What follows belongs to an exercise in optimizing a design on an open flow for small area; a production flow would make more cautious choices. Only simulation tests tie the RTL to the original design; equivalence was not proved. Power is estimated from default activity; no workload was simulated.

<file path="design/flow/config.mk">
export PLATFORM = sky130hd
export DESIGN_NAME = mms_asc
export DESIGN_NICKNAME = mms_asc
export VERILOG_FILES = /design/flow/design.v
export SDC_FILE = /design/flow/constraint.sdc
export NUM_CORES = 4
export LEC_CHECK = 0
export CAP_MARGIN = 20
export CORE_MARGIN = 2
export CORE_UTILIZATION = 55
export CTS_CLUSTER_DIAMETER = 80
export CTS_CLUSTER_SIZE = 28
export HOLD_SLACK_MARGIN = 0
export PLACE_DENSITY = 0.65
export SLEW_MARGIN = 20
</file>
<file path="design/flow/constraint.sdc">
create_clock -name core_clock -period 25.0 [get_ports {clk}]
set_input_delay 5.0000 -clock core_clock [delete_from_list [all_inputs] [get_ports {clk}]]
set_output_delay 5.0000 -clock core_clock [all_outputs]
set_load 0.01 [all_outputs]
</file>
<file path="design/flow/design.v">
module mms_sine_rom (
    input  wire [6:0]  i,
    output reg  [14:0] mag
);
    wire [5:0] ni = ~i[5:0];
    wire [6:0] nj;
    assign nj[0] = ~ni[0];
    assign nj[1] = ni[1] ^ ni[0];
    assign nj[2] = ni[2] ^ (&ni[1:0]);
    assign nj[3] = ni[3] ^ (&ni[2:0]);
    assign nj[4] = ni[4] ^ (&ni[3:0]);
    assign nj[5] = ni[5] ^ (&ni[4:0]);
    assign nj[6] = &ni[5:0];
    wire [6:0] j = i[6] ? nj : {1'b0, i[5:0]};
    always @(*) begin
        case (j)
            7'd0: mag = 15'd0;
            7'd1: mag = 15'd804;
            7'd2: mag = 15'd1608;
            7'd3: mag = 15'd2410;
            7'd4: mag = 15'd3212;
            7'd5: mag = 15'd4011;
            7'd6: mag = 15'd4808;
            7'd7: mag = 15'd5602;
            7'd8: mag = 15'd6393;
            7'd9: mag = 15'd7179;
            7'd10: mag = 15'd7962;
            7'd11: mag = 15'd8739;
            7'd12: mag = 15'd9512;
            7'd13: mag = 15'd10278;
            7'd14: mag = 15'd11039;
            7'd15: mag = 15'd11793;
            7'd16: mag = 15'd12539;
            7'd17: mag = 15'd13279;
            7'd18: mag = 15'd14010;
            7'd19: mag = 15'd14732;
            7'd20: mag = 15'd15446;
            7'd21: mag = 15'd16151;
            7'd22: mag = 15'd16846;
            7'd23: mag = 15'd17530;
            7'd24: mag = 15'd18204;
            7'd25: mag = 15'd18868;
            7'd26: mag = 15'd19519;
            7'd27: mag = 15'd20159;
            7'd28: mag = 15'd20787;
            7'd29: mag = 15'd21403;
            7'd30: mag = 15'd22005;
            7'd31: mag = 15'd22594;
            7'd32: mag = 15'd23170;
            7'd33: mag = 15'd23731;
            7'd34: mag = 15'd24279;
            7'd35: mag = 15'd24811;
            7'd36: mag = 15'd25329;
            7'd37: mag = 15'd25832;
            7'd38: mag = 15'd26319;
            7'd39: mag = 15'd26790;
            7'd40: mag = 15'd27245;
            7'd41: mag = 15'd27683;
            7'd42: mag = 15'd28105;
            7'd43: mag = 15'd28510;
            7'd44: mag = 15'd28898;
            7'd45: mag = 15'd29268;
            7'd46: mag = 15'd29621;
            7'd47: mag = 15'd29956;
            7'd48: mag = 15'd30273;
            7'd49: mag = 15'd30571;
            7'd50: mag = 15'd30852;
            7'd51: mag = 15'd31113;
            7'd52: mag = 15'd31356;
            7'd53: mag = 15'd31580;
            7'd54: mag = 15'd31785;
            7'd55: mag = 15'd31971;
            7'd56: mag = 15'd32137;
            7'd57: mag = 15'd32285;
            7'd58: mag = 15'd32412;
            7'd59: mag = 15'd32521;
            7'd60: mag = 15'd32609;
            7'd61: mag = 15'd32678;
            7'd62: mag = 15'd32728;
            7'd63: mag = 15'd32757;
            7'd64: mag = 15'd32767;
            default: mag = 15'd0;
        endcase
    end
endmodule
module mms_div (
    input  wire [22:0] a,
    input  wire [22:0] b,
    input  wire        sub,
    input  wire        cin,
    output wire [22:0] sum
);
    wire [22:0] bx = b ^ {23{sub}};
    wire [23:0] c;
    assign c[0] = cin;
    genvar i;
    generate
        for (i = 0; i < 23; i = i + 1) begin : g_fa
            assign sum[i]   = a[i] ^ bx[i] ^ c[i];
            assign c[i + 1] = (a[i] & bx[i]) | (c[i] & (a[i] ^ bx[i]));
        end
    endgenerate
endmodule
module mms_asc (
    input  wire        clk,
    input  wire        rst,
    input  wire        tick,
    input  wire        cmd_valid,
    input  wire [31:0] cmd_word,
    output wire        ready,
    output wire [31:0] rd_data,
    output wire [15:0] pwm_duty
);
    localparam [2:0] E_IDLE = 3'd0, E_ATTACK = 3'd1, E_DECAY = 3'd2,
                     E_SUSTAIN = 3'd3, E_RELEASE = 3'd4;
    localparam [6:0]
        S_IDLE = 7'd0, S_INIT = 7'd1, S_WR = 7'd2, S_FQ0 = 7'd3,
        S_FQALL = 7'd4, S_FQD1 = 7'd5, W_FQS1 = 7'd6, S_FQS1 = 7'd7,
        S_FQD2 = 7'd8, W_FQS2 = 7'd9, S_FQS2 = 7'd10, S_GE0 = 7'd11,
        S_GE1 = 7'd12, S_GED = 7'd13, S_GE2 = 7'd14, S_GEM = 7'd15,
        S_GE3 = 7'd16, S_GEW = 7'd17, S_WL = 7'd18, W_WLS = 7'd19,
        S_WLS = 7'd20, S_ERR = 7'd21, W_EW = 7'd22, S_EW = 7'd23,
        W_RD = 7'd24, S_RD = 7'd25, W_NON = 7'd26, S_NON = 7'd27,
        S_NOFF = 7'd28, S_FRST = 7'd29, S_TE0 = 7'd30, S_TE1 = 7'd31,
        S_TE2 = 7'd32, S_TE3 = 7'd33, S_EV = 7'd34, S_K1 = 7'd35,
        S_K2 = 7'd36, S_KL = 7'd37, S_EM = 7'd38, S_ED = 7'd39,
        S_EQ1 = 7'd40, S_EQ2 = 7'd41, S_EL = 7'd42, S_EZ = 7'd43,
        S_T1W = 7'd44, S_SC = 7'd45, S_SD = 7'd46, W_LP0 = 7'd47,
        S_LP0 = 7'd48, S_LP1 = 7'd49, S_LPS = 7'd50, S_LP3 = 7'd51,
        S_LP5 = 7'd52, S_LPL = 7'd53, S_GM = 7'd54, S_SAT = 7'd55,
        W_CL1 = 7'd56, S_CL1 = 7'd57, S_CLP = 7'd58, S_CL2 = 7'd59,
        S_CL3 = 7'd60, S_CL4 = 7'd61, S_PM = 7'd62, S_PC = 7'd63,
        S_PK1 = 7'd64, S_PK2 = 7'd65, S_PW = 7'd66, W_NOFF = 7'd67;
    localparam [4:0]
        B_ZERO = 5'd0,  B_E    = 5'd1,  B_M16  = 5'd2,  B_RAW  = 5'd3,
        B_1000 = 5'd4,  B_L    = 5'd5,  B_H    = 5'd6,  B_S    = 5'd7,
        B_REL  = 5'd8,  B_125  = 5'd9,  B_GAIN = 5'd10, B_GE9  = 5'd11,
        B_SAT  = 5'd12, B_LPP  = 5'd13, B_THR  = 5'd14, B_PMAX = 5'd15,
        B_PCEN = 5'd16, B_20K  = 5'd17, B_NCMP = 5'd18, B_FREQ = 5'd19,
        B_M4   = 5'd20;
    localparam [1:0] A_H = 2'd0, A_ZERO = 2'd1, A_SHL = 2'd2;
    localparam [1:0] H_HOLD = 2'd0, H_SUM = 2'd1, H_SHR = 2'd2, H_DIVQ = 2'd3;
    localparam [1:0] L_HOLD = 2'd0, L_LDH = 2'd1, L_SHR = 2'd2, L_LDC = 2'd3;
    localparam [3:0] P_LP1 = 4'd14;    
    localparam [3:0] P_THR = 4'd13;    
    reg [31:0] phase_acc;
    reg [23:0] freq_hz;
    reg [2:0]  wave_sel;
    reg [15:0] noise_lfsr;
    reg [9:0]  env_amp;
    reg [31:0] env_elapsed;
    reg [9:0]  env_rel_start;
    reg [9:0]  sustain_lvl;
    reg [15:0] tb0;
    reg [15:0] tb1;           
    reg [15:0] tb2;           
    reg [9:0]  env_s_lvl;
    reg [7:0]  gain;
    reg [3:0]  lp_shift;
    reg [15:0] pwm_max;
    reg [15:0] pwm_duty_r;
    reg [8:0]  ge;            
    reg [31:0] phase_inc;
    reg [31:0] err_word;
    reg [15:0] attack_ms;
    reg [15:0] decay_ms;
    reg [15:0] release_ms;
    reg [15:0] sample_out;
    reg [15:0] pwm_center;
    reg [15:0] sc_ctrl;
    reg [15:0] lp_prev;
    reg [2:0]  env_state;
    reg        err;
    reg [2:0]  err_code;
    reg [6:0]  st;
    reg [5:0]  cnt;
    reg [4:0]  ph;
    reg [4:0]  sel;           
    reg [31:0] cb;            
    reg        trans, all1, pc, ic, sticky, nm, gt, dsub;
    reg        t1p, t1r;      
    reg [21:0] H;
    reg [15:0] L;
    assign ready    = (st == S_IDLE);
    assign rd_data  = cb;
    assign pwm_duty = pwm_duty_r;
    function [15:0] ring16(input [15:0] r, input [3:0] p);
        ring16 = ({r, r} << p) >> 16;
    endfunction
    function ge24(input [23:0] x, input [23:0] k);
        integer i;
        reg g, e;
        begin
            g = 1'b0;
            e = 1'b1;
            for (i = 23; i >= 0; i = i - 1) begin
                g = g | (e & x[i] & ~k[i]);
                e = e & ~(x[i] ^ k[i]);
            end
            ge24 = g | e;
        end
    endfunction
    function [5:0] inc6(input [5:0] x);
        integer i;
        reg c;
        begin
            c = 1'b1;
            for (i = 0; i < 6; i = i + 1) begin
                inc6[i] = x[i] ^ c;
                c = c & x[i];
            end
        end
    endfunction
    wire [7:0]  op  = cmd_word[31:24];
    wire [23:0] arg = cmd_word[23:0];
    reg        op_known;
    reg        resv_bad;
    reg        range_bad;
    always @(*) begin
        op_known  = 1'b1;
        resv_bad  = 1'b0;
        range_bad = 1'b0;
        case (op)
            8'h00: resv_bad = (arg != 24'd0);
            8'h01: range_bad = (arg == 24'd0);
            8'h02: begin resv_bad = (arg[23:3] != 0); range_bad = arg[2] & (arg[1] | arg[0]); end
            8'h03, 8'h04, 8'h06, 8'h08, 8'h0A, 8'h0B: resv_bad = (arg[23:16] != 0);
            8'h05: begin resv_bad = (arg[23:10] != 0); range_bad = ge24({14'd0, arg[9:0]}, 24'd1001); end
            8'h07: resv_bad = (arg[23:8] != 0);
            8'h09: resv_bad = (arg[23:4] != 0);
            8'h10: resv_bad = (arg[23:1] != 0);
            8'h11, 8'h12: resv_bad = (arg != 24'd0);
            8'h20: begin resv_bad = (arg[23:5] != 0); range_bad = ge24({19'd0, arg[4:0]}, 24'd27); end
            default: op_known = 1'b0;
        endcase
    end
    wire [2:0] cmd_err_code = (op == 8'h80) ? 3'd2 :
                              !op_known     ? 3'd1 :
                              resv_bad      ? 3'd3 :
                              range_bad     ? 3'd4 : 3'd0;
    wire [7:0]  idx = phase_acc[31:24];
    wire [14:0] sine_mag;
    mms_sine_rom u_rom (.i(idx[6:0]), .mag(sine_mag));
    wire [6:0] tri_v = idx[7] ? ~idx[6:0] : idx[6:0];
    wire [1:0] tri_c = (tri_v == 7'd127) ? 2'd3 :
                       ge24({17'd0, tri_v}, 24'd85) ? 2'd2 :
                       ge24({17'd0, tri_v}, 24'd43) ? 2'd1 : 2'd0;
    reg [15:0] rv;        
    reg        rsub;      
    reg        rneg;      
    always @(*) begin
        case (wave_sel)
            3'd0:    rv = {1'b0, sine_mag};
            3'd1:    rv = idx[7] ? 16'h8000 : 16'h7FFF;
            3'd2:    rv = {idx, idx} ^ 16'h8000;
            3'd3:    rv = {tri_v, tri_v, tri_c} ^ 16'h8000;
            default: rv = noise_lfsr;
        endcase
        rsub = (wave_sel != 3'd0) & rv[15];
        rneg = (wave_sel == 3'd0) ? idx[7] : rv[15];
    end
    wire [15:0] ncomp = ge24(freq_hz, 24'd4001) ? 16'd64000 : {freq_hz[11:0], 4'd0};
    reg  [1:0]  a_sel;
    reg  [4:0]  b_sel;
    reg         bgate, sub, cin;
    reg  [1:0]  h_op, l_op;
    wire [15:0] lpp_v  = ring16(lp_prev, P_LP1);
    wire [15:0] thr_v  = ring16(sc_ctrl, P_THR);
    wire        sym_v  = sc_ctrl[4'd15 - P_THR];
    reg  [21:0] bv;
    always @(*) begin
        case (b_sel)
            B_E:    bv = {1'b0, env_elapsed[20:0]};
            B_M16:  bv = {2'd0, tb0, 4'd0};
            B_M4:   bv = {4'd0, tb0, 2'd0};
            B_RAW:  bv = {{6{rv[15]}}, rv};
            B_1000: bv = 22'd1000;
            B_L:    bv = {6'd0, L};
            B_S:    bv = {12'd0, env_s_lvl};
            B_REL:  bv = {12'd0, env_rel_start};
            B_125:  bv = 22'd125;
            B_GAIN: bv = {14'd0, gain};
            B_GE9:  bv = {4'd0, ge, 9'd0};
            B_SAT:  bv = H[21] ? 22'h3F8000 : 22'h007FFF;
            B_LPP:  bv = {{6{lpp_v[15]}}, lpp_v};
            B_THR:  bv = {7'd0, thr_v[14:0]};
            B_PMAX: bv = {6'd0, pwm_max};
            B_PCEN: bv = {6'd0, pwm_center};
            B_20K:  bv = 22'd20000;
            B_NCMP: bv = {6'd0, ncomp};
            default: bv = 22'd0;
        endcase
    end
    wire [21:0] bg  = (bgate & ~L[0]) ? 22'd0 : bv;
    wire [22:0] av  = (a_sel == A_ZERO) ? 23'd0 :
                      (a_sel == A_SHL)  ? {H, L[15]} : {H[21], H};
    wire [22:0] sum;
    mms_div u_add (.a(av), .b({bg[21], bg}), .sub(sub), .cin(cin), .sum(sum));
    wire        pos = ~sum[22];
    function initbit(input [31:0] rv0, input [5:0] w, input [4:0] c);
        reg [31:0] pat;
        begin
            pat = rv0 << (6'd32 - w);
            initbit = pat[c];
        end
    endfunction
    reg en_pa, en_fq, en_ws, en_lf, en_amp, en_el, en_rs,
        en_su, en_t0, en_t1, en_t2, en_sl, en_gn, en_ls,
        en_pm, en_pd, en_ge;
    reg si_pa, si_fq, si_ws, si_lf, si_amp, si_el, si_rs,
        si_su, si_t0, si_t1, si_t2, si_sl, si_gn, si_ls,
        si_pm, si_pd, si_ge;
    reg wr_pi, wr_ew, wr_at, wr_dc, wr_re, wr_so, wr_pce, wr_sc, wr_lp;
    reg wi_pi, wi_ew, wi_at, wi_dc, wi_re, wi_so, wi_pce, wi_sc, wi_lp;
    reg lf_step;
    reg cb_in;
    wire c_lt16 = ~cnt[5] & ~cnt[4];
    wire c_lt8  = c_lt16 & ~cnt[3];
    wire c_lt4  = c_lt8 & ~cnt[2];
    wire c_lt3  = c_lt4 & ~(cnt[1] & cnt[0]);
    wire c_lt10 = c_lt16 & ~(cnt[3] & (cnt[2] | cnt[1]));
    wire c_lt11 = c_lt16 & ~(cnt[3] & (cnt[2] | (cnt[1] & cnt[0])));
    wire c_lt24 = ~cnt[5] & ~(cnt[4] & cnt[3]);
    wire c_lt30 = ~cnt[5] & ~(&cnt[4:1]);
    wire       rd_tk = (sel == 5'h0E) | (sel == 5'h0F) | (sel == 5'h11);
    wire [1:0] tk_w  = (sel == 5'h0E) ? 2'd0 : (sel == 5'h0F) ? 2'd1 : 2'd2;
    wire [1:0] tk_r  = (env_state == E_ATTACK) ? 2'd0 :
                       (env_state == E_DECAY || env_state == E_SUSTAIN) ? 2'd1 : 2'd2;
    reg  [1:0] tk_slot;
    always @(*) begin
        case ({tk_w, tk_r})
            4'b00_00, 4'b01_01, 4'b10_10: tk_slot = 2'd0;
            4'b01_00, 4'b10_01, 4'b00_10: tk_slot = 2'd1;
            default:                      tk_slot = 2'd2;
        endcase
    end
    wire tk_t12 = (tk_slot == 2'd0) ? tb0[12] : (tk_slot == 2'd1) ? tb1[12] : tb2[12];
    wire tk_t14 = (tk_slot == 2'd0) ? tb0[14] : (tk_slot == 2'd1) ? tb1[14] : tb2[14];
    wire c_lt20 = ~cnt[5] & ~(cnt[4] & (cnt[3] | cnt[2]));
    wire c_lt18 = ~cnt[5] & ~(cnt[4] & (cnt[3] | cnt[2] | cnt[1]));
    wire tk_x4  = tk_t12 & ~c_lt4 & c_lt20;
    wire tk_x2  = tk_t14 & (|cnt[5:1]) & c_lt18;
    reg  tk_c;
    reg        rd_bit;
    reg        rd_lt;         
    reg        rd_sx;
    wire [10:0] status_w = {err_code, 3'd0, err, 1'b0, env_state};
    always @(*) begin
        rd_lt  = 1'b1;
        rd_sx  = 1'b0;
        rd_bit = 1'b0;
        case (sel)
            5'h00: rd_bit = c_lt11 & status_w[cnt[3:0]];
            5'h01: rd_bit = phase_acc[0];
            5'h02: rd_bit = phase_inc[0];
            5'h03: begin rd_bit = freq_hz[0];     rd_lt = c_lt24; end
            5'h04: begin rd_bit = wave_sel[0];    rd_lt = c_lt3;  end
            5'h05: begin rd_bit = noise_lfsr[0];  rd_lt = c_lt16; end
            5'h06: rd_bit = c_lt3 & env_state[cnt[1:0]];
            5'h07: begin rd_bit = env_amp[0];     rd_lt = c_lt10; end
            5'h08: rd_bit = env_elapsed[0];
            5'h09: begin rd_bit = env_rel_start[0]; rd_lt = c_lt10; end
            5'h0A: begin rd_bit = attack_ms[0];   rd_lt = c_lt16; end
            5'h0B: begin rd_bit = decay_ms[0];    rd_lt = c_lt16; end
            5'h0C: begin rd_bit = sustain_lvl[0]; rd_lt = c_lt10; end
            5'h0D: begin rd_bit = release_ms[0];  rd_lt = c_lt16; end
            5'h0E, 5'h0F, 5'h11: rd_bit = tk_x4 ^ tk_x2 ^ tk_c;
            5'h10: begin rd_bit = env_s_lvl[0];   rd_lt = c_lt10; end
            5'h12: begin rd_bit = gain[0];        rd_lt = c_lt8;  end
            5'h13: begin rd_bit = sc_ctrl[0];     rd_lt = c_lt16; end
            5'h14: begin rd_bit = lp_shift[0];    rd_lt = c_lt4;  end
            5'h15: begin rd_bit = lp_prev[0];     rd_lt = c_lt16; rd_sx = 1'b1; end
            5'h16: begin rd_bit = pwm_max[0];     rd_lt = c_lt16; end
            5'h17: begin rd_bit = pwm_center[0];  rd_lt = c_lt16; end
            5'h18: begin rd_bit = pwm_duty_r[0];  rd_lt = c_lt16; end
            5'h19: begin rd_bit = sample_out[0];  rd_lt = c_lt16; rd_sx = 1'b1; end
            default: rd_bit = err_word[0];
        endcase
    end
    wire rd_on = (st == S_RD) && rd_lt;
    reg [6:0] st_n;
    reg       cnt_clr;
    wire      is_adr = (env_state == E_ATTACK) | (env_state == E_DECAY) |
                       (env_state == E_RELEASE);
    wire      h_ovf = ~((H[21:15] == 7'h00) | (H[21:15] == 7'h7F));
    always @(*) begin
        st_n    = st;
        cnt_clr = 1'b0;
        a_sel   = A_H;
        b_sel   = B_ZERO;
        bgate   = 1'b0;
        sub     = 1'b0;
        cin     = 1'b0;
        h_op    = H_HOLD;
        l_op    = L_HOLD;
        cb_in   = 1'b0;
        lf_step = 1'b0;
        {en_pa, en_fq, en_ws, en_lf, en_amp, en_el, en_rs,
         en_su, en_t0, en_t1, en_t2, en_sl, en_gn, en_ls,
         en_pm, en_pd, en_ge} = 17'd0;
        {wr_pi, wr_ew, wr_at, wr_dc, wr_re, wr_so, wr_pce, wr_sc, wr_lp} = 9'd0;
        si_pa = phase_acc[0];   si_fq = freq_hz[0];
        si_ws = wave_sel[0];    si_lf = noise_lfsr[0];  si_amp = env_amp[0];
        si_el = env_elapsed[0]; si_rs = env_rel_start[0];
        si_su = sustain_lvl[0];
        si_t0 = tb0[0];        si_t1 = tb1[0];
        si_t2 = tb2[0];        si_sl = env_s_lvl[0];   si_gn = gain[0];
        si_ls = lp_shift[0];
        si_pm = pwm_max[0];     si_pd = pwm_duty_r[0];
        si_ge = ge[0];
        {wi_pi, wi_ew, wi_at, wi_dc, wi_re, wi_so, wi_pce, wi_sc, wi_lp} = 9'd0;
        if (t1r) begin
            si_pa = phase_acc[0] ^ phase_inc[0] ^ pc; en_pa = 1'b1;
            en_lf = (ph == 5'd0); lf_step = 1'b1;
        end
        case (st)
            S_INIT: begin
                {en_pa, en_fq, en_ws, en_lf, en_amp, en_el, en_rs,
                 en_su, en_t0, en_t1, en_t2, en_sl, en_gn, en_ls,
                 en_pm, en_pd, en_ge} = {17{1'b1}};
                {wr_pi, wr_ew, wr_at, wr_dc, wr_re, wr_so, wr_pce, wr_sc, wr_lp} = 9'h1FF;
                si_pa  = 1'b0;  si_fq = 1'b0;  si_ws = 1'b0;
                si_lf  = initbit(32'hACE1, 6'd16, cnt[4:0]);
                si_amp = 1'b0;  si_el = 1'b0;  si_rs = 1'b0;
                si_su  = initbit(32'd700, 6'd10, cnt[4:0]);
                si_t0  = 1'b0;  si_t1 = 1'b0;  si_t2 = 1'b0;  si_sl = 1'b0;
                si_gn  = initbit(32'd128, 6'd8, cnt[4:0]);
                si_ls  = initbit(32'd1, 6'd4, cnt[4:0]);
                si_pm  = initbit(32'd1023, 6'd16, cnt[4:0]);
                si_pd  = initbit(32'd512, 6'd16, cnt[4:0]);
                si_ge  = initbit(32'd128, 6'd9, cnt[4:0]);
                lf_step = 1'b0;
                wi_at  = (ph[3:0] == 4'd1) | (ph[3:0] == 4'd3);                      
                wi_dc  = (ph[3:0] == 4'd1) | (ph[3:0] == 4'd4) | (ph[3:0] == 4'd5);  
                wi_re  = (ph[3:0] == 4'd3) | (ph[3:0] == 4'd6) | (ph[3:0] == 4'd7);  
                wi_pce = (ph[3:0] == 4'd9);                                          
                wi_sc  = (ph[3:0] == 4'd13) | (ph[3:0] == 4'd14);                    
                if (cnt == 6'd31) st_n = S_IDLE;
            end
            S_IDLE: begin
                cnt_clr = 1'b1;
                if (tick) begin
                    st_n = S_TE0;
                end else if (cmd_valid) begin
                    if (cmd_err_code != 3'd0)
                        st_n = S_ERR;
                    else case (op)
                        8'h01, 8'h02, 8'h05, 8'h07,
                        8'h09, 8'h0A: st_n = S_WR;
                        8'h03, 8'h04, 8'h06, 8'h08, 8'h0B: st_n = S_WL;
                        8'h10: st_n = W_NON;
                        8'h11: st_n = (env_state == E_ATTACK || env_state == E_DECAY ||
                                       env_state == E_SUSTAIN) ? W_NOFF : S_IDLE;
                        8'h12: st_n = S_FRST;
                        8'h20: st_n = W_RD;
                        default: st_n = S_IDLE;
                    endcase
                end
            end
            W_NON:  if (ph[3:0] == 4'd15) st_n = S_NON;
            W_NOFF: if (ph[3:0] == 4'd15) st_n = S_NOFF;
            W_WLS:  if (ph[3:0] == 4'd15) st_n = S_WLS;
            W_EW:   if (ph == 5'd15) st_n = S_EW;
            W_RD:   if (ph == 5'd31) st_n = S_RD;
            W_FQS1: if (ph == 5'd15) st_n = S_FQS1;
            W_FQS2: if (ph == 5'd31) st_n = S_FQS2;
            W_LP0:  if (ph[3:0] == P_LP1 - 4'd2) st_n = S_LP0;
            W_CL1:  if (ph[3:0] == P_THR - 4'd1) st_n = S_CL1;
            S_WR: begin
                if (cnt == 6'd0) l_op = L_LDC;          
                case (sel[3:0])
                    4'h1: begin en_fq = c_lt24; si_fq = cb[0]; end
                    4'h2: begin en_ws = c_lt3;  si_ws = cb[0]; end
                    4'h5: begin en_su = c_lt10; si_su = cb[0]; end
                    4'h7: begin en_gn = c_lt8;  si_gn = cb[0]; end
                    4'h9: begin en_ls = c_lt4;  si_ls = cb[0]; end
                    default: begin en_pm = c_lt16; si_pm = cb[0]; end
                endcase
                if (cnt == 6'd23) begin
                    st_n = (sel[3:0] == 4'h1) ? S_FQ0 :
                           (sel[3:0] == 4'h7) ? S_GE0 : S_IDLE;
                end
            end
            S_WL: begin
                l_op = L_LDC;
                st_n = W_WLS;
            end
            S_WLS: begin
                l_op = L_SHR;
                case (sel[3:0])
                    4'h3:    begin wr_at  = 1'b1; wi_at  = L[0]; end
                    4'h4:    begin wr_dc  = 1'b1; wi_dc  = L[0]; end
                    4'h6:    begin wr_re  = 1'b1; wi_re  = L[0]; end
                    4'h8:    begin wr_sc  = 1'b1; wi_sc  = L[0]; end
                    default: begin wr_pce = 1'b1; wi_pce = L[0]; end
                endcase
                if (cnt == 6'd15) st_n = S_IDLE;
            end
            S_ERR: begin
                if (sel[0]) begin
                    if (cnt == 6'd0 || cnt == 6'd16) l_op = L_LDC;
                    if (cnt == 6'd1) begin a_sel = A_ZERO; b_sel = B_L; h_op = H_SUM; end
                    if (cnt == 6'd16) st_n = W_EW;
                end else if (cnt == 6'd31) begin
                    st_n = S_IDLE;
                end
            end
            S_EW: begin
                wr_ew = 1'b1; wi_ew = L[0];
                h_op = H_SHR;                           
                if (cnt == 6'd31) st_n = S_IDLE;
            end
            S_RD: begin
                cb_in = rd_on ? rd_bit : (rd_sx & cb[31]);
                en_pa = 1'b1; en_fq = c_lt24; en_ws = c_lt30; en_lf = 1'b1;
                en_amp = c_lt30; en_el = 1'b1; en_rs = c_lt30; en_su = c_lt30;
                en_t0 = 1'b1; en_t1 = 1'b1; en_t2 = 1'b1; en_sl = c_lt30;
                en_gn = 1'b1; en_ls = 1'b1; en_pm = 1'b1; en_pd = 1'b1;
                if (cnt == 6'd31) st_n = S_IDLE;
            end
            S_NON: begin
                en_t0 = 1'b1; si_t0 = attack_ms[0];
                en_t1 = 1'b1; si_t1 = decay_ms[0];
                en_t2 = 1'b1; si_t2 = release_ms[0];
                en_sl = c_lt30; si_sl = sustain_lvl[0]; en_su = en_sl;
                en_el = 1'b1; si_el = 1'b0;
                en_amp = c_lt30; si_amp = 1'b0;
                wr_lp = sel[0];
                if (cnt == 6'd31) st_n = S_IDLE;
            end
            S_NOFF: begin
                en_rs = c_lt30; si_rs = env_amp[0]; en_amp = en_rs;
                en_el = 1'b1; si_el = 1'b0;
                if (c_lt16 || env_state == E_ATTACK) begin
                    en_t0 = 1'b1; en_t1 = 1'b1; en_t2 = 1'b1;
                    si_t0 = tb1[0]; si_t1 = tb2[0]; si_t2 = tb0[0];
                end
                if (cnt == 6'd31) st_n = S_IDLE;
            end
            S_FRST: begin
                wr_lp = 1'b1;
                if (cnt == 6'd15) st_n = S_IDLE;
            end
            S_FQ0: begin
                a_sel = A_ZERO; h_op = H_SUM;           
                st_n = ge24(freq_hz, 24'd20000) ? S_FQALL : S_FQD1;
            end
            S_FQALL: begin
                wr_pi = 1'b1; wi_pi = 1'b1;
                if (cnt == 6'd31) st_n = S_GE0;
            end
            S_FQD1, S_FQD2: begin
                a_sel = A_SHL; b_sel = B_20K; sub = ~H[21]; cin = ~H[21]; h_op = H_DIVQ;
                if (cnt == ((st == S_FQD1) ? 6'd31 : 6'd15)) begin
                    st_n = (st == S_FQD1) ? W_FQS1 : W_FQS2;
                end
            end
            S_FQS1, S_FQS2: begin
                wr_pi = 1'b1; wi_pi = L[0]; l_op = L_SHR;
                if (cnt == 6'd15) st_n = (st == S_FQS1) ? S_FQD2 : S_GE0;
            end
            S_GE0: begin
                a_sel = A_ZERO; b_sel = B_NCMP; h_op = H_SUM;
                st_n = S_GE1;
            end
            S_GE1: begin
                l_op = L_LDH; a_sel = A_ZERO; h_op = H_SUM;
                st_n = S_GED;
            end
            S_GED: begin
                a_sel = A_SHL; b_sel = B_125; sub = ~H[21]; cin = ~H[21]; h_op = H_DIVQ;
                if (cnt == 6'd12) st_n = S_GE2;
            end
            S_GE2: begin
                a_sel = A_ZERO; h_op = H_SUM;
                st_n = S_GEM;
            end
            S_GEM: begin
                b_sel = B_GAIN; bgate = 1'b1; h_op = H_SHR;
                if (cnt == 6'd6) st_n = S_GE3;
            end
            S_GE3: begin
                b_sel = B_GAIN; h_op = H_SUM;
                st_n = S_GEW;
            end
            S_GEW: begin
                en_ge = 1'b1; si_ge = H[0]; h_op = H_SHR;
                if (cnt == 6'd8) st_n = S_IDLE;
            end
            S_TE0: begin
                a_sel = A_ZERO; b_sel = B_E; h_op = H_SUM;
                st_n = S_TE1;
            end
            S_TE1: begin
                b_sel = B_M16; sub = 1'b1; cin = 1'b1; h_op = H_SUM;
                st_n = S_TE2;
            end
            S_TE2: begin
                b_sel = B_M4; sub = 1'b1; cin = 1'b1;    
                st_n = S_TE3;
            end
            S_TE3: begin
                st_n = (trans || !is_adr) ? S_EV : S_K1;
            end
            S_EV: begin
                a_sel = A_ZERO; h_op = H_SUM;
                b_sel = (env_state == E_SUSTAIN) ? B_S :
                        (env_state == E_DECAY)   ? B_1000 : B_ZERO;
                st_n = S_EL;
            end
            S_K1: begin
                a_sel = A_ZERO; h_op = H_SUM;
                case (env_state)
                    E_ATTACK: b_sel = B_1000;
                    E_DECAY:  begin b_sel = B_S; sub = 1'b1; cin = 1'b1; end
                    default:  b_sel = B_REL;
                endcase
                st_n = (env_state == E_DECAY) ? S_K2 : S_KL;
            end
            S_K2: begin
                b_sel = B_1000; h_op = H_SUM;
                st_n = S_KL;
            end
            S_KL: begin
                l_op = L_LDH; a_sel = A_ZERO; h_op = H_SUM;
                st_n = S_EM;
            end
            S_EM: begin
                b_sel = B_E; bgate = 1'b1; cin = L[0]; h_op = H_SHR;
                if (cnt == 6'd9) st_n = S_ED;
            end
            S_ED: begin
                if (!cnt[0]) begin
                    a_sel = A_SHL; b_sel = B_M16; sub = ~H[21]; cin = ~H[21]; h_op = H_SUM;
                end else begin
                    b_sel = B_M4; sub = dsub; cin = dsub; h_op = H_DIVQ;
                end
                if (cnt == 6'd19) st_n = (env_state == E_ATTACK) ? S_EZ : S_EQ1;
            end
            S_EQ1: begin
                a_sel = A_ZERO; b_sel = B_L; sub = 1'b1; cin = 1'b1; h_op = H_SUM;
                st_n = S_EQ2;
            end
            S_EQ2: begin
                b_sel = (env_state == E_DECAY) ? B_1000 : B_REL; h_op = H_SUM;
                st_n = S_EL;
            end
            S_EL: begin
                l_op = L_LDH; a_sel = A_ZERO; h_op = H_SUM;
                st_n = S_T1W;
            end
            S_EZ: begin
                a_sel = A_ZERO; h_op = H_SUM;
                st_n = S_T1W;
            end
            S_T1W: begin
                if (!t1p && !t1r) st_n = S_SC;
            end
            S_SC: begin
                b_sel = B_RAW; bgate = 1'b1; sub = rsub; cin = rsub; h_op = H_SHR;
                en_amp = c_lt10; si_amp = L[0];
                en_el = trans | ~all1;
                si_el = trans ? 1'b0 : (env_elapsed[0] ^ ic);
                if (cnt == 6'd15) st_n = S_SD;
            end
            S_SD: begin
                a_sel = A_SHL; b_sel = B_1000; sub = ~H[21]; cin = ~H[21]; h_op = H_DIVQ;
                en_el = trans | ~all1;
                si_el = trans ? 1'b0 : (env_elapsed[0] ^ ic);
                if (cnt == 6'd15) begin st_n = W_LP0; end
            end
            S_LP0: begin
                a_sel = A_ZERO; b_sel = B_L; sub = rneg; cin = rneg; h_op = H_SUM;
                st_n = S_LP1;
            end
            S_LP1: begin
                b_sel = B_LPP; sub = 1'b1; cin = 1'b1; h_op = H_SUM;
                st_n = S_LPS;
            end
            S_LPS: begin
                if (!ge24({20'd0, cnt[3:0]}, {20'd0, lp_shift}) && !cnt[4]) h_op = H_SHR;
                if (cnt == 6'd29) st_n = S_LP3;
            end
            S_LP3: begin
                cin = sticky & ~H[21]; h_op = H_SUM;
                st_n = S_LP5;
            end
            S_LP5: begin
                b_sel = B_LPP; h_op = H_SUM;
                st_n = S_LPL;
            end
            S_LPL: begin
                l_op = L_LDH; a_sel = A_ZERO; h_op = H_SUM;
                st_n = S_GM;
            end
            S_GM: begin
                b_sel = B_GE9; bgate = 1'b1; sub = (cnt == 6'd15); cin = sub; h_op = H_SHR;
                wr_lp = 1'b1; wi_lp = L[0];
                if (trans && env_state == E_DECAY) begin    
                    en_t0 = 1'b1; en_t1 = 1'b1; en_t2 = 1'b1;
                    si_t0 = tb1[0]; si_t1 = tb2[0]; si_t2 = tb0[0];
                end
                if (cnt == 6'd15) st_n = S_SAT;
            end
            S_SAT: begin
                if (h_ovf) begin
                    a_sel = A_ZERO; b_sel = B_SAT; h_op = H_SUM;
                end
                st_n = W_CL1;
            end
            S_CL1: begin
                b_sel = B_THR; sub = ~(sym_v & H[21]);   
                st_n = S_CLP;
            end
            S_CLP: begin
                if (cnt == 6'd14) st_n = S_CL2;
            end
            S_CL2: begin
                if (gt) begin
                    b_sel = B_THR; sub = nm; h_op = H_SHR;
                end
                st_n = S_CL3;
            end
            S_CL3: begin
                if (gt & nm) begin
                    cin = 1'b1; h_op = H_SUM;
                end
                st_n = S_CL4;
            end
            S_CL4: begin
                l_op = L_LDH; a_sel = A_ZERO; h_op = H_SUM;
                st_n = S_PM;
            end
            S_PM: begin
                b_sel = B_PMAX; bgate = 1'b1; sub = (cnt == 6'd15); cin = sub; h_op = H_SHR;
                wr_so = 1'b1; wi_so = L[0];
                if (cnt == 6'd15) st_n = S_PC;
            end
            S_PC: begin
                b_sel = B_PCEN; h_op = H_SUM;
                st_n = S_PK1;
            end
            S_PK1: begin
                if (H[21]) begin
                    a_sel = A_ZERO; h_op = H_SUM;
                end else begin
                    b_sel = B_PMAX; sub = 1'b1;         
                end
                st_n = S_PK2;
            end
            S_PK2: begin
                if (gt) begin
                    a_sel = A_ZERO; b_sel = B_PMAX; h_op = H_SUM;
                end
                st_n = S_PW;
            end
            S_PW: begin
                en_pd = 1'b1; si_pd = H[0]; h_op = H_SHR;
                if (cnt == 6'd15) st_n = S_IDLE;
            end
            default: st_n = S_IDLE;
        endcase
        if (st_n != st) cnt_clr = 1'b1;
    end
    always @(posedge clk) begin
        if (rst) begin
            st        <= S_INIT;
            cnt       <= 6'd0;
            ph        <= 5'd0;
            env_state <= E_IDLE;
            err       <= 1'b0;
            err_code  <= 3'd0;
            t1p       <= 1'b0;
            t1r       <= 1'b0;
        end else begin
            st     <= st_n;
            cnt    <= cnt_clr ? 6'd0 : inc6(cnt);
            ph     <= inc6({1'b0, ph});
            if (st == S_IDLE && !tick && cmd_valid) begin
                sel <= (op == 8'h20 || op == 8'h10) ? arg[4:0] : {1'b0, op[3:0]};
                if (cmd_err_code != 3'd0) begin
                    sel <= {4'd0, ~err};
                    if (!err) begin
                        err      <= 1'b1;
                        err_code <= cmd_err_code;
                    end
                end
            end
            if (st == S_NON)  env_state <= E_ATTACK;
            if (st == S_NOFF && cnt == 6'd31) env_state <= E_RELEASE;
            if (st == S_TE3 && trans)
                env_state <= (env_state == E_ATTACK) ? E_DECAY :
                             (env_state == E_DECAY)  ? E_SUSTAIN : E_IDLE;
            if (st == S_TE2) t1p <= 1'b1;
            if (ph == 5'd31) begin
                if (t1p) begin t1p <= 1'b0; t1r <= 1'b1; end
                else           t1r <= 1'b0;
            end
        end
    end
    always @(posedge clk) begin
        if (st == S_TE2) begin
            trans <= is_adr & ((|env_elapsed[31:21]) | pos | (&sum));
            all1  <= &env_elapsed;
            ic    <= 1'b1;
        end
        if (st == S_SC || st == S_SD) ic <= ic & env_elapsed[0];
        if (ph == 5'd31) pc <= 1'b0;
        else if (t1r) pc <= (phase_acc[0] & phase_inc[0]) | (pc & (phase_acc[0] ^ phase_inc[0]));
        if (st == S_ED && !cnt[0]) dsub <= ~H[21];
        if (st == S_LP1) sticky <= 1'b0;
        tk_c <= (st == S_RD) & ((tk_x4 & tk_x2) | (tk_c & (tk_x4 ^ tk_x2)));
        if (st == S_LPS && h_op == H_SHR) sticky <= sticky | H[0];
        if (st == S_CL1) begin
            nm <= sym_v & H[21];
            gt <= pos ^ (sym_v & H[21]);
        end
        if (st == S_PK1) gt <= ~H[21] & pos;
    end
    always @(posedge clk) begin
        if (st == S_IDLE && !tick && cmd_valid)
            cb <= cmd_word;
        else
            cb <= {cb_in, cb[31:1]};
    end
    always @(posedge clk) begin
        case (h_op)
            H_SUM, H_DIVQ: H <= sum[21:0];
            H_SHR:         H <= sum[22:1];
            default: ;
        endcase
        if (h_op == H_SHR)       L <= {sum[0], L[15:1]};
        else if (h_op == H_DIVQ) L <= {L[14:0], pos};
        else if (l_op == L_LDH)  L <= H[15:0];
        else if (l_op == L_LDC)  L <= cb[15:0];
        else if (l_op == L_SHR)  L <= {1'b0, L[15:1]};
    end
    always @(posedge clk) begin
        if (en_pa)  phase_acc     <= {si_pa,  phase_acc[31:1]};
        if (en_fq)  freq_hz       <= {si_fq,  freq_hz[23:1]};
        if (en_ws)  wave_sel      <= {si_ws,  wave_sel[2:1]};
        if (en_lf)  noise_lfsr    <= {si_lf,  noise_lfsr[15:1]} ^
                                     ((lf_step & noise_lfsr[0]) ? 16'h3400 : 16'h0000);
        if (en_amp) env_amp       <= {si_amp, env_amp[9:1]};
        if (en_el)  env_elapsed   <= {si_el,  env_elapsed[31:1]};
        if (en_rs)  env_rel_start <= {si_rs,  env_rel_start[9:1]};
        if (en_su)  sustain_lvl   <= {si_su,  sustain_lvl[9:1]};
        if (en_t0)  tb0          <= {si_t0,  tb0[15:1]};
        if (en_sl)  env_s_lvl     <= {si_sl,  env_s_lvl[9:1]};
        if (en_gn)  gain          <= {si_gn,  gain[7:1]};
        if (en_ls)  lp_shift      <= {si_ls,  lp_shift[3:1]};
        if (en_pm)  pwm_max       <= {si_pm,  pwm_max[15:1]};
        if (en_pd)  pwm_duty_r    <= {si_pd,  pwm_duty_r[15:1]};
        if (en_ge)  ge            <= {si_ge,  ge[8:1]};
    end
    always @(posedge clk) begin
        phase_inc  <= {wr_pi  ? wi_pi  : phase_inc[0],  phase_inc[31:1]};
        err_word   <= {wr_ew  ? wi_ew  : err_word[0],   err_word[31:1]};
        attack_ms  <= {wr_at  ? wi_at  : attack_ms[0],  attack_ms[15:1]};
        decay_ms   <= {wr_dc  ? wi_dc  : decay_ms[0],   decay_ms[15:1]};
        release_ms <= {wr_re  ? wi_re  : release_ms[0], release_ms[15:1]};
        sample_out <= {wr_so  ? wi_so  : sample_out[0], sample_out[15:1]};
        pwm_center <= {wr_pce ? wi_pce : pwm_center[0], pwm_center[15:1]};
        sc_ctrl    <= {wr_sc  ? wi_sc  : sc_ctrl[0],    sc_ctrl[15:1]};
        lp_prev    <= {wr_lp  ? wi_lp  : lp_prev[0],    lp_prev[15:1]};
        tb1        <= {en_t1  ? si_t1  : tb1[0],        tb1[15:1]};
        tb2        <= {en_t2  ? si_t2  : tb2[0],        tb2[15:1]};
    end
endmodule
</file>
<file path="design/flow/flow/run.sh">
#!/bin/bash
# Standard layout, with buf_1 as the port buffer cell.
set -e
export BUFFER_PORTS_ARGS="-buffer_cell sky130_fd_sc_hd__buf_1"
bash standard.sh > standard.log 2>&1
</file>
<file path="design/flow/standard.sh">
#!/bin/bash
# synth_recipe.tcl (not shown) runs the flow's synth.tcl, then flattens the netlist and writes it again
# the make line also repeats each setting of config.mk as NAME=value (left out here)
make -C /OpenROAD-flow-scripts/flow DESIGN_CONFIG=/design/flow/config.mk WORK_HOME=/design/flow/orfs CLKGATE_MAP_FILE= SYNTH_SCRIPT=/design/flow/synth_recipe.tcl "${@:-finish}"
</file>
==> results of run 1 <==
[power breakdown]
group | internal, W | switching (W) | total (W) | leakage (nW)
Clock | 0.000210 | 0.000287 | 0.000497 | 0.399
Combinational | 0.000507 | 0.00115 | 0.00166 | 4.48
Sequential | 0.00142 | 0.000293 | 0.00171 | 4.76
[sequential cells by signal (all words and copies together) (netlist names), 16 cells and up]
signal,flops
L,16
tb0,16
release_ms,16
cb,32
sample_out,16
H,22
freq_hz,24
noise_lfsr,16
pwm_max,16
tb2,16
tb1,16
lp_prev,16
pwm_center,16
err_word,32
decay_ms,16
env_elapsed,32
phase_inc,32
attack_ms,16
sc_ctrl,16
phase_acc,32
pwm_duty_r,16
[per-stage QoR]
step	hold WS, ps	utilization [%]	area [um^2]
2_1_floorplan	310	-	25400
3_3_place_gp	310	57.4	26100
3_5_place_dp	312	57.4	26100
4_1_cts	331	59.3	26900
5_1_grt	336	59.3	27000
6_report	329	59.3	27000
[per-layer routing]
layer	vias to the layer above	GRT usage, %
met5	-	0
met4	2	13.2
met3	241	8.87
met2	1442	52.8
met1	10300	52.3
li1	9209	-
[worst paths after layout]
check / start / end / slack [ps] / depth (start not counted)
max reg2reg: phase_acc[24] / trans / 10620 / 43
min reg2reg: phase_inc[27] / phase_inc[26] / 330 / 0
max: phase_acc[24] / trans / 10620 / 43
min: phase_inc[27] / phase_inc[26] / 330 / 0
[layout make-up]
class / instances / share of cell area (%)
sequential: 535 / 49.6
inverter: 49 / 0.682
timing repair buffer: 133 / 2.56
antenna: 2 / 0.0186
tap: 600 / 2.78
multi-input combinational: 1673 / 41.3
clock buffer: 39 / 2.59
clock inverter: 7 / 0.497
[cell families after synthesis]
kind of cell	after synthesis	synth area share, %
compound gates	606	17.1
fa+ha+maj	59	3.60
xor+xnor	47	1.65
mux	68	2.83
buf+inv	228	3.71
flops	535	52.7
simple gates	893	18.4
[placed cells by master, fill, tap and decap left out, types with 15 or more instances in the layout]
master	n
nand4_1	39
fa_1	24
a21oi_1	118
a22oi_1	33
o21ai_0	106
nand3_1	78
a211oi_1	19
and3_1	19
nor2_1	155
nor3_1	65
xnor2_1	15
a222oi_1	46
xor2_1	30
a31oi_1	36
ha_1	33
nand2b_1	28
clkbuf_16	26
o211ai_1	21
nor2b_1	30
inv_1	45
nand2_1	283
buf_4	48
buf_1	84
o221ai_1	19
mux2i_1	46
edfxtp_1	266
nor4_1	38
mux2_2	20
dfxtp_1	268
[synth_stat cells (14+ instances only)]
library cell	instances	area, um^2
a21oi_1	118	591
a211oi_1	19	143
mux2i_1	47	470
dfxtp_1	269	5390
nor4_1	38	238
o21ai_0	107	536
nand2b_1	28	175
or3_1	14	87.6
a22oi_1	33	248
nor2b_1	30	188
inv_1	45	169
xnor2_1	15	131
and3_1	19	119
ha_1	33	413
a221oi_1	14	123
xor2_1	31	272
or2_2	14	87.6
edfxtp_1	266	7990
fa_1	24	480
nor3_1	66	330
nor2_1	156	586
mux2_2	20	225
buf_1	18	67.6
clkbuf_1	122	458
a222oi_1	46	460
a31oi_1	36	225
nand4_1	39	244
o211ai_1	21	158
o221ai_1	19	166
nand3_1	79	395
or4_1	14	105
nand2_1	283	1060
buf_2	31	155
==> qor.csv, run 1 <==
metric,value,unit
status,"complete, no violations",
yosys.cell_types.count,109,
vias_per_cell,6.99,
synth_area_per_cell,10.4,um^2
nFillCells,3878,
synth_seq_area_share,52.7,%
initial_utilization,55.7,%
synth_ff_type,dfxtp_1,
wire_per_inst,29.1,um
io_buffers,84,
rows,78,
max_stage_delay,800,ps
hold_viol_final,0,
critPathLaunchType,flop,
dp.final_hpwl,63.7,mm
finalWirelength,88.3,mm
synth_edf_count,266,
cts_root_buffer,clkbuf_16,
p_per_area,144,nW/um^2
drcViolationCount,0,
pre_cts_ws,10680,ps
drive_gt1_share,7.06,%
core,45500,um^2
critPathSlowestCell,edfxtp_1,
post_cts_resized,0,
path_common_cell,fa_1,
first_iter_violations,3497,
numCtsBuffers,25,
setup_slack,10620,ps
clock.fmax,69.5,MHz
io_pins,85,
slew_headroom,21.5,%
dieArea,47800,um^2
finalSetupTns,0,ps
drv_slew,0,
ys_ff_latch,535,
die_w,219,um
wl_met3,10.6,mm
cellLeakagePower,9.64,nW
period_needed,14380,ps
drtAntennaViolNets,0,
required,25500,ps
crit_buf_inv,6,
grt_use_total,36.2,%
syn_area,25400,um^2
drt-met1-wl,36.1,mm
die_h,219,um
synth_cells,2436,
p_total,0.00387,W
final-seq-area,13400,um^2
antenna_found_initial,3,
htreeDepth,1,
clkSinkCount,535,
fin_crit_sh,57.5,%
crit_type,flop to flop,
synth_nets,2529,
postCtsSetupBuffers,0,
via_count,21200,
area.growth.synth_to_final,6.35,%
clock_path_buffers,3,
end_kind,flop,
grt_max_degree,65,
arrival,14880,ps
fin_worst_skew,25.3,ps
wl_met2,37.8,mm
grt_setup_unrepaired,false,
dp.cells,2990,
gp_congestion,1.06,
cts.clk_slew.worst_paths,110,ps
maxCapViolations,0,
instances_no_fill,3038,
grt_pass1_wl,129,mm
crit_family,adder cells,
topRoutingLayerUsed,met5,
synthArstFlopShare,0,%
hold_path_class,flop to flop,
hold_buffers,0,
drt-pass1-iter-count,16,
fin_nets,2510,
multi_input_area,11100,um^2
tightest_slew,1170,ps
cts_tree,yes,
grt.overflow.total,0,
cp_max_fo,35,
grt_pass1_vias,19400,
setup_viol_count_final,0,
clock_latency,620,ps
ir_drop,0.0000924,V
yosysWarnings,2,
==> inputs of run 2 (changes only) <==
==> design/flow/run.sh (new file) <==
#!/bin/bash
# synth_recipe.tcl (not shown) runs the flow's synth.tcl, then flattens the netlist and writes it again
# the make line also repeats each setting of config.mk as NAME=value (left out here)
make -C /OpenROAD-flow-scripts/flow DESIGN_CONFIG=/design/flow/config.mk WORK_HOME=/design/flow/orfs CLKGATE_MAP_FILE= SYNTH_SCRIPT=/design/flow/synth_recipe.tcl finish
removed: design/flow/flow/run.sh
removed: design/flow/standard.sh
==> run 2 against run 1 <==
Sequential share of layout area shrank 1.3 points. Highest routed layer unchanged. Critical endpoint unchanged. Flip-flop and latch count did not move. Largest cell class unchanged. Still clean. Setup slack worse by 72 ps. Core utilization up 1.6 points. Final cell count up 0.26%. Clock-buffer cell count increased by 1. Non-clock buffer count up 2.
==> qor.csv, run 2 <==
metric,value,unit
status,"complete, no violations",
arrival,14950,ps
slew_headroom,24.6,%
setup_viol_count_final,0,
via_count,21500,
io_buffers,84,
core,45500,um^2
antenna_found_initial,6,
clock.fmax,69.2,MHz
synth_nets,2529,
period_needed,14450,ps
synthMostInstantiatedCell,nand2_1,
rr_worst_depth,41,
path_common_cell,fa_1,
p_per_area,144,nW/um^2
reg2reg_setup_slack,10550,ps
finalWirelength,88.6,mm
synth_area_per_cell,10.4,um^2
clock_latency,650,ps
critPathLaunchType,flop,
drt-pass1-iter-count,13,
numCtsBuffers,29,
die_h,219,um
cts_root_buffer,clkbuf_16,
yosys.area.top_type,edfxtp_1,
finalSetupTns,0,ps
synthArstFlopShare,0,%
drive_gt1_share,7.53,%
crit_buf_inv,5,
hold_slack,324,ps
rows,78,
seqPwrFrac,43.0,%
synth_seq_area_share,52.7,%
critPathSlowestCell,edfxtp_1,
yosys.cell_types.count,109,
hold_path_class,flop to flop,
r2r-end,trans,
post_cts_resized,0,
yosysWarnings,2,
hold_buffers,0,
drtAntennaViolNets,0,
grt_setup_unrepaired,false,
dp.final_hpwl,64.2,mm
max_stage_delay,810,ps
cp-startpoint,phase_acc[24],
syn_area,25400,um^2
instances_no_fill,3046,
vias_per_cell,7.05,
switchingPower,0.00177,W
first_iter_violations,3498,
maxCapViolations,0,
area.growth.synth_to_final,9.17,%
synth_ff_type,dfxtp_1,
fin_worst_skew,50.9,ps
io_pins,85,
clock_path_buffers,3,
end_kind,flop,
cellLeakagePower,9.95,nW
die_w,219,um
crit_family,adder cells,
initial_utilization,55.7,%
dp.cells,2991,
required,25500,ps
grt_max_degree,65,
combPwrFrac,43.0,%
crit_type,flop to flop,
hold_viol_final,0,
ir_drop,0.000106,V
pre_cts_ws,10780,ps
cp_max_fo,20,
gp_congestion,1.01,
final_common_cell,nand2_1,
layout_common_cells,"nand2_1, dfxtp_1, edfxtp_1, nor2_1, a21oi_1",
postCtsSetupBuffers,0,
wire_per_inst,29.1,um
cts.clk_slew.worst_paths,100,ps
tightest_slew,1120,ps
fin_nets,2516,
p_clk_share,14.0,%
grt_pass1_wl,131,mm
hold_depth,0,
regToRegStartpoint,phase_acc[24],
grt.overflow.total,0,
synth_edf_count,266,
fin_crit_sh,57.8,%
grt_use_total,36.6,%
clkSinkCount,535,
ys_ff_latch,535,
p_int,0.00221,W
synth.area.top_cells,"edfxtp_1, dfxtp_1, nand2_1",
dieArea,47800,um^2
cts_tree,yes,
netlist_top_cells_count,"nand2_1, dfxtp_1, edfxtp_1, nor2_1, clkbuf_1",
setup_slack,10550,ps
p_sw_share,44.5,%
synth_top_area_share,31.5,%
drv_slew,0,
synth_cells,2436,
htreeDepth,1,
grt_pass1_vias,19900,
drcViolationCount,0,
whs_endpoint,tb1[10],
worstHoldStart,tb1[11],
## run 2: cell families (layout without fill, tap and decap cells)
group | after synthesis | after routing | share of synthesized area (%)
xor gates and xnor gates | 47 | 47 | 1.65
adders and majority gates | 59 | 59 | 3.60
muxes | 68 | 68 | 2.83
DFF | 535 | 535 | 52.7
AOI/OAI and AO/OA | 606 | 606 | 17.1
buffers and inverters | 228 | 237 | 3.71
other | 0 | 1 | 0
and+or+nand+nor | 893 | 893 | 18.4
## run 2: metrics by stage
stage / total power [W] / util, % / cell area [um^2]
6_report: 0.00399 / 60.9 / 27700
5_1_grt: 0.00415 / 60.9 / 27700
4_1_cts: 0.00393 / 60.8 / 27700
3_5_place_dp: 0.00337 / 58.6 / 26600
3_3_place_gp: 0.00335 / 58.6 / 26600
2_1_floorplan: 0.00267 / - / 25400
## run 2: power by group through the flow
stage	Sequential (W)	Clock (W)	Combinational, W
after detailed placement	0.00171	0	0.00166
final	0.00171	0.000559	0.00171
after CTS	0.00170	0.000562	0.00167
after global placement	0.00170	0	0.00165
after floorplan	0.00157	0	0.00110
after global routing	0.00174	0.000591	0.00182
## run 2: metal layers
layer,up-vias,track usage [%],share of wire [%]
met3,283,8.52,12
met5,-,0,0.020
met1,10300,52.0,40
met2,1623,54.0,43
li1,9233,-,-
met4,2,14.6,4.8
## run 2: how the worst max path moves through the flow
stage             to  slack [ps]  depth (start not counted)
2_1_floorplan  trans       12300                         42
3_3_place_gp   trans       11180                         41
3_5_place_dp   trans       10780                         41
4_1_cts        trans       10670                         41
5_1_grt        trans        9970                         41
6_report       trans       10550                         41
## run 2: layout make-up
class	count	area, um^2
Fill cell	3830	17800
Sequential cell	535	13400
Multi-Input combinational cell	1673	11100
Timing Repair Buffer	135	1230
Clock buffer	40	767
Tap cell	600	751
Clock inverter	13	244
Inverter	49	184
Antenna cell	1	2.50
==> inputs of run 3 (changes only) <==
--- a/design/flow/config.mk
+++ b/design/flow/config.mk
@@ -7,9 +7,9 @@
 export LEC_CHECK = 0
 export CAP_MARGIN = 20
 export CORE_MARGIN = 2
-export CORE_UTILIZATION = 55
+export CORE_UTILIZATION = 45
 export CTS_CLUSTER_DIAMETER = 80
 export CTS_CLUSTER_SIZE = 28
 export HOLD_SLACK_MARGIN = 0
-export PLACE_DENSITY = 0.65
+export PLACE_DENSITY = 0.6
 export SLEW_MARGIN = 20
==> run 3 against run 2 <==
Still clean. Maximum frequency is 1.4% higher. Via count is 1.7% lower. Synthesized cell count stayed put. Flip-flop and latch count stayed put. Sequential share of layout area is 0.58 points lower. Routed wire length is 2.3% higher. Core utilization is 11 points lower. Clock-buffer cell count is 1 lower. Global-route usage is 5.8 points lower. Critical path type unchanged.
==> qor.csv, run 3 <==
metric,value,unit
drive_gt1_share,7.86,%
finalWirelength,90.7,mm
final_common_cell,nand2_1,
tightest_slew,1300,ps
post_cts_resized,0,
clock.fmax,70.2,MHz
nFillCells,5073,
grt_pass1_wl,133,mm
htreeDepth,1,
clock_path_buffers,3,
synth.area.mux_share,2.83,%
first_iter_violations,3388,
synth_xor_area_share,1.65,%
setup_viol_count_final,0,
postCtsSetupBuffers,0,
vias_per_cell,6.58,
initial_utilization,45.2,%
required,25490,ps
wl_met2,38.6,mm
drt-pass1-iter-count,8,
n_antenna_cell,0,
antenna_found_initial,1,
core,56100,um^2
yosysWarnings,2,
synth_seq_area_share,52.7,%
synthAdderAreaFrac,3.60,%
io_pins,85,
hold_viol_final,0,
clock_latency,640,ps
cp_max_fo,20,
area.growth.synth_to_final,10.5,%
dieArea,58300,um^2
max_stage_delay,820,ps
critPathSlowestCell,edfxtp_1,
drt-met1-wl,39.5,mm
fin_crit_sh,57.0,%
die_w,241,um
ys_ff_latch,535,
dp.final_hpwl,67.0,mm
synth_edf_count,266,
io_buffers,84,
synth.area.top_cells,"edfxtp_1, dfxtp_1, nand2_1",
yosys.cell_types.count,109,
gp_congestion,0.964,
topRoutingLayerUsed,met5,
drtAntennaViolNets,0,
rows,87,
setup_slack,10750,ps
hold_buffers,0,
numCtsBuffers,31,
grt_setup_unrepaired,false,
synth_top_area_share,31.5,%
yosys.area.top_type,edfxtp_1,
via_count,21100,
arrival,14750,ps
synth_nets,2529,
wire_per_inst,28.2,um
critPathLaunchType,flop,
cts_root_buffer,clkbuf_16,
synth_compound_area_share,17.1,%
clkSinkCount,535,
drcViolationCount,0,
layout_common_cells,"nand2_1, dfxtp_1, edfxtp_1, nor2_1, a21oi_1",
synth_top_family_by_area,simple AND/OR/NAND/NOR gates,
grt_max_degree,65,
cts.clk_slew.worst_paths,110,ps
syn_area,25400,um^2
pre_cts_ws,10760,ps
synthMostInstantiatedCell,nand2_1,
synthArstFlopShare,0,%
end_kind,flop,
period_needed,14250,ps
synth_area_per_cell,10.4,um^2
ir_drop,0.0000958,V
fin_worst_skew,42.0,ps
cts_tree,yes,
finalSetupTns,0,ps
status,"complete, no violations",
wl_met3,9.55,mm
synth_cells,2436,
synth_ff_type,dfxtp_1,
grt_use_total,30.8,%
cellLeakagePower,10.0,nW
netlist_top_cells_count,"nand2_1, dfxtp_1, edfxtp_1, nor2_1, clkbuf_1",
p_per_area,144,nW/um^2
final-seq-area,13400,um^2
crit_type,flop to flop,
multi_input_area,11100,um^2
grt_pass1_vias,19600,
path_common_cell,fa_1,
reg2reg_setup_slack,10750,ps
die_h,241,um
utilization,50.0,%
synthSimpleGateAreaFrac,18.4,%
hold_path_class,flop to flop,
maxCapViolations,0,
fin_nets,2524,
grt.overflow.total,0,
drv_slew,0,
slew_headroom,11.3,%
[run 3: cell counts after synthesis]
No cell type changed its count.
[run 3: cells by family (layout without fill, tap and decap cells)]
group	after synthesis	in the layout
AOI/OAI and AO/OA	606	606
buffers and inverters	228	246
muxes	68	68
and+or+nand+nor	893	893
adders and majority gates	59	59
xor gates and xnor gates	47	47
DFF	535	535
[run 3: area by class of cell]
cell class / count / share of cell area (%)
clock buffer: 39 / 2.88
timing repair buffer: 141 / 4.53
tap: 756 / 3.38
sequential: 535 / 47.7
clock inverter: 17 / 1.17
inverter: 49 / 0.657
multi-input combinational: 1673 / 39.7
[run 3: path summary, 6_finish.rpt]
path | startpoint | to | cells after the start
setup / recovery | phase_acc[24] | trans | 41
hold / removal | phase_inc[20] | phase_inc[19] | 0
setup reg to reg | phase_acc[24] | trans | 41
hold reg to reg | phase_inc[20] | phase_inc[19] | 0
[run 3: metal layers]
metal | track usage, % | up-vias
li1 | - | 9217
met1 | 46.0 | 10500
met2 | 45.4 | 1250
met3 | 5.52 | 169
met4 | 8.98 | 2
met5 | 0 | -
[run 3: metrics by stage]
step / hold WS [ps] / power (W) / area, um^2 / instances
3_5_place_dp: 312 / 0.00340 / 26900 / 3153
2_1_floorplan: 310 / 0.00267 / 25400 / 2436
4_1_cts: 327 / 0.00400 / 28000 / 3209
5_1_grt: 326 / 0.00422 / 28000 / 3210
6_report: 324 / 0.00402 / 28000 / 3210
3_3_place_gp: 310 / 0.00340 / 26900 / 3153
[run 3: power breakdown]
group	internal, W	switching (W)
clock network	0.000259	0.000332
registers	0.00142	0.000292
logic	0.000562	0.00116
total	0.00224	0.00178
[run 3: critical path: cells and delay by family, from the launching register on]
| kind | cells | cell delay (ps) |
|---|---|---|
| DFF | 1 | 820 |
| AOI/OAI and AO/OA | 4 | 840 |
| and+or+nand+nor | 7 | 1600 |
| adders and majority gates | 24 | 9530 |
| buffers and inverters | 5 | 910 |
| muxes | 1 | 420 |
==> inputs of run 4 (changes only) <==
--- a/design/flow/config.mk
+++ b/design/flow/config.mk
@@ -8,8 +8,8 @@
 export CAP_MARGIN = 20
 export CORE_MARGIN = 2
 export CORE_UTILIZATION = 45
-export CTS_CLUSTER_DIAMETER = 80
-export CTS_CLUSTER_SIZE = 28
+export CTS_CLUSTER_DIAMETER = 50
+export CTS_CLUSTER_SIZE = 24
 export HOLD_SLACK_MARGIN = 0
 export PLACE_DENSITY = 0.6
 export SLEW_MARGIN = 20
==> run 4 against run 3 <==
Still clean. Non-clock buffer count did not move. Design area rose by 2.8%. Maximum frequency shrank 0.23%. Final cell count up 1.4%. Core utilization rose by 1.4 points. First-iteration DRC count up 2.2%. Synthesized cell count is the same. Clock-buffer cell count grew 19. Total power grew 6.8%. Sequential power is essentially flat. Critical endpoint unchanged. Largest cell class unchanged.
==> qor.csv, run 4 <==
metric,value,unit
status,"complete, no violations",
max_stage_delay,830,ps
htreeDepth,2,
drt-pass1-iter-count,9,
wire_per_inst,28.1,um
io_buffers,84,
initial_utilization,45.2,%
synth_edf_count,266,
ir_drop,0.0000934,V
numCtsBuffers,53,
first_iter_violations,3463,
clock_path_buffers,3,
final_common_cell,nand2_1,
end_kind,flop,
drtAntennaViolNets,0,
postCtsSetupBuffers,0,
layout_common_cells,"nand2_1, dfxtp_1, edfxtp_1, nor2_1, a21oi_1",
r2r-end,trans,
path_common_cell,fa_1,
grt_pass1_vias,19900,
die_h,241,um
cp_max_fo,20,
critPathSlowestCell,edfxtp_1,
yosys.area.top_type,edfxtp_1,
drcViolationCount,0,
vias_per_cell,6.55,
cellLeakagePower,10.4,nW
dieArea,58300,um^2
finalWirelength,91.3,mm
post_cts_resized,0,
dp.final_hpwl,67.0,mm
slew_headroom,7.93,%
cp-startpoint,phase_acc[24],
p_total,0.00430,W
hold_buffers,0,
p_per_area,149,nW/um^2
period_needed,14290,ps
die_w,241,um
io_pins,85,
ys_ff_latch,535,
cts.clk_slew.worst_paths,90,ps
via_count,21300,
critPathLaunchType,flop,
crit_type,flop to flop,
yosys.cell_types.count,109,
grt.overflow.total,0,
cts_root_buffer,clkbuf_16,
synth_area_per_cell,10.4,um^2
synth_top_area_share,31.5,%
clock.fmax,70.0,MHz
maxCapViolations,0,
grt_setup_unrepaired,false,
synthArstFlopShare,0,%
worstHoldStart,attack_ms[13],
drive_gt1_share,9.65,%
hold_viol_final,0,
synth_cells,2436,
netlist_top_cells_count,"nand2_1, dfxtp_1, edfxtp_1, nor2_1, clkbuf_1",
gp_congestion,0.964,
nFillCells,5017,
area.growth.synth_to_final,13.6,%
antenna_found_initial,1,
reg2reg_setup_slack,10710,ps
synth_nets,2529,
grt_max_degree,65,
setup_viol_count_final,0,
required,25500,ps
clock_latency,640,ps
synth.area.top_cells,"edfxtp_1, dfxtp_1, nand2_1",
finalSetupTns,0,ps
synth_seq_area_share,52.7,%
fin_nets,2546,
rr_worst_depth,41,
grt_use_total,31.2,%
clkSinkCount,535,
synth_ff_type,dfxtp_1,
fin_worst_skew,42.9,ps
core,56100,um^2
drv_slew,0,
fin_crit_sh,57.1,%
rows,87,
regToRegStartpoint,phase_acc[24],
tightest_slew,1350,ps
yosysWarnings,2,
synthMostInstantiatedCell,nand2_1,
arrival,14790,ps
syn_area,25400,um^2
n_antenna_cell,0,
endpoint,trans,
cts_tree,yes,
grt_pass1_wl,134,mm
hold_path_class,flop to flop,
run 4: cell counts after synthesis:
Identical to the previous run, type by type.
run 4: cell families (layout without fill, tap and decap cells):
| family | count (synthesis) | in the layout | synth area share (%) |
|---|---|---|---|
| AO/OA/AOI/OAI | 606 | 606 | 17.1 |
| XOR/XNOR | 47 | 47 | 1.65 |
| adder cells (fa/ha/maj) | 59 | 59 | 3.60 |
| buffers and inverters | 228 | 290 | 3.71 |
| flip-flops | 535 | 535 | 52.7 |
| multiplexers | 68 | 68 | 2.83 |
| AND/OR/NAND/NOR | 893 | 893 | 18.4 |
run 4: critical path: cells and delay by family (launching register included):
kind	cells	cell delay (ps)
adder cells (fa/ha/maj)	24	9530
AO/OA/AOI/OAI	4	840
AND/OR/NAND/NOR	7	1590
buffers and inverters	5	910
flip-flops	1	830
multiplexers	1	420
run 4: per-stage QoR:
step | hold WS (ps) | util [%] | area [um^2] | instances | setup slack (ps)
global route | 322 | 51.4 | 28800 | 3254 | 10150
CTS | 318 | 51.3 | 28800 | 3253 | 10740
finish | 314 | 51.4 | 28800 | 3254 | 10710
detailed placement | 312 | 47.9 | 26900 | 3153 | 10760
global placement | 310 | 47.9 | 26900 | 3153 | 11040
floorplan | 310 | - | 25400 | 2436 | 12300
run 4: routing by layer:
| metal | global-route usage [%] | part of all wire [%] | up-vias |
|---|---|---|---|
| met4 | 10.3 | 3.4 | 2 |
| met5 | 0 | 0.012 | - |
| met2 | 45.5 | 42 | 1280 |
| met3 | 6.05 | 11 | 192 |
| met1 | 46.3 | 44 | 10500 |
| li1 | - | - | 9312 |
run 4: worst min path at each step:
stage                           to  cells past startpoint  slack (ps)
global placement    sample_out[10]                      0         310
CTS                  attack_ms[12]                      0         320
global route         sample_out[1]                      0         320
finish               attack_ms[12]                      0         310
detailed placement    attack_ms[0]                      0         310
floorplan             attack_ms[0]                      0         310
run 4: cell type report:
class                      instances  area, um^2  area share, %
inverter                          49         184          0.639
clock buffer                      58        1380           4.78
clock inverter                    42         544           1.89
sequential                       535       13400           46.4
tap                              756         946           3.28
timing repair buffer             141        1270           4.40
multi-input combinational       1673       11100           38.6
run 4: where the power goes:
group	internal, W	total [W]	switching, W
logic	0.000562	0.00172	0.00116
clock network	0.000459	0.000861	0.000401
registers	0.00142	0.00171	0.000293

==> static timing again, ports no longer ideal <==
The flow's constraints put no driver on any port. The routed layouts listed below were extracted and timed again, unchanged, in two steps. Step 1 sets driving cells, clkbuf_16 on the clock port and buf_2 on the other inputs (assumed; they add their load-dependent delay and slew). Step 2 adds t to the input delays and takes it off the output delays; t is the mean of the earliest and latest rising clock arrival at the registers after step 1. Input paths then give back, and output paths get back, about the clock's delay inside the block. Three values: no drivers, after step 1, after step 2; two values: the first two.
run | shift t [ns] | slack for setup (ns) | worst hold slack (ns)
run 1 | 0.667 | 10.619 / 10.619 / 10.619 | 0.329 / 0.329 / 0.329
run 2 | 0.682 | 10.548 / 10.548 / 10.548 | 0.324 / 0.324 / 0.324
run 3 | 0.681 | 10.747 / 10.747 / 10.747 | 0.324 / 0.324 / 0.324
run 4 | 0.684 | 10.713 / 10.713 / 10.713 | 0.314 / 0.314 / 0.314
After both steps setup and hold are still met in every run listed.
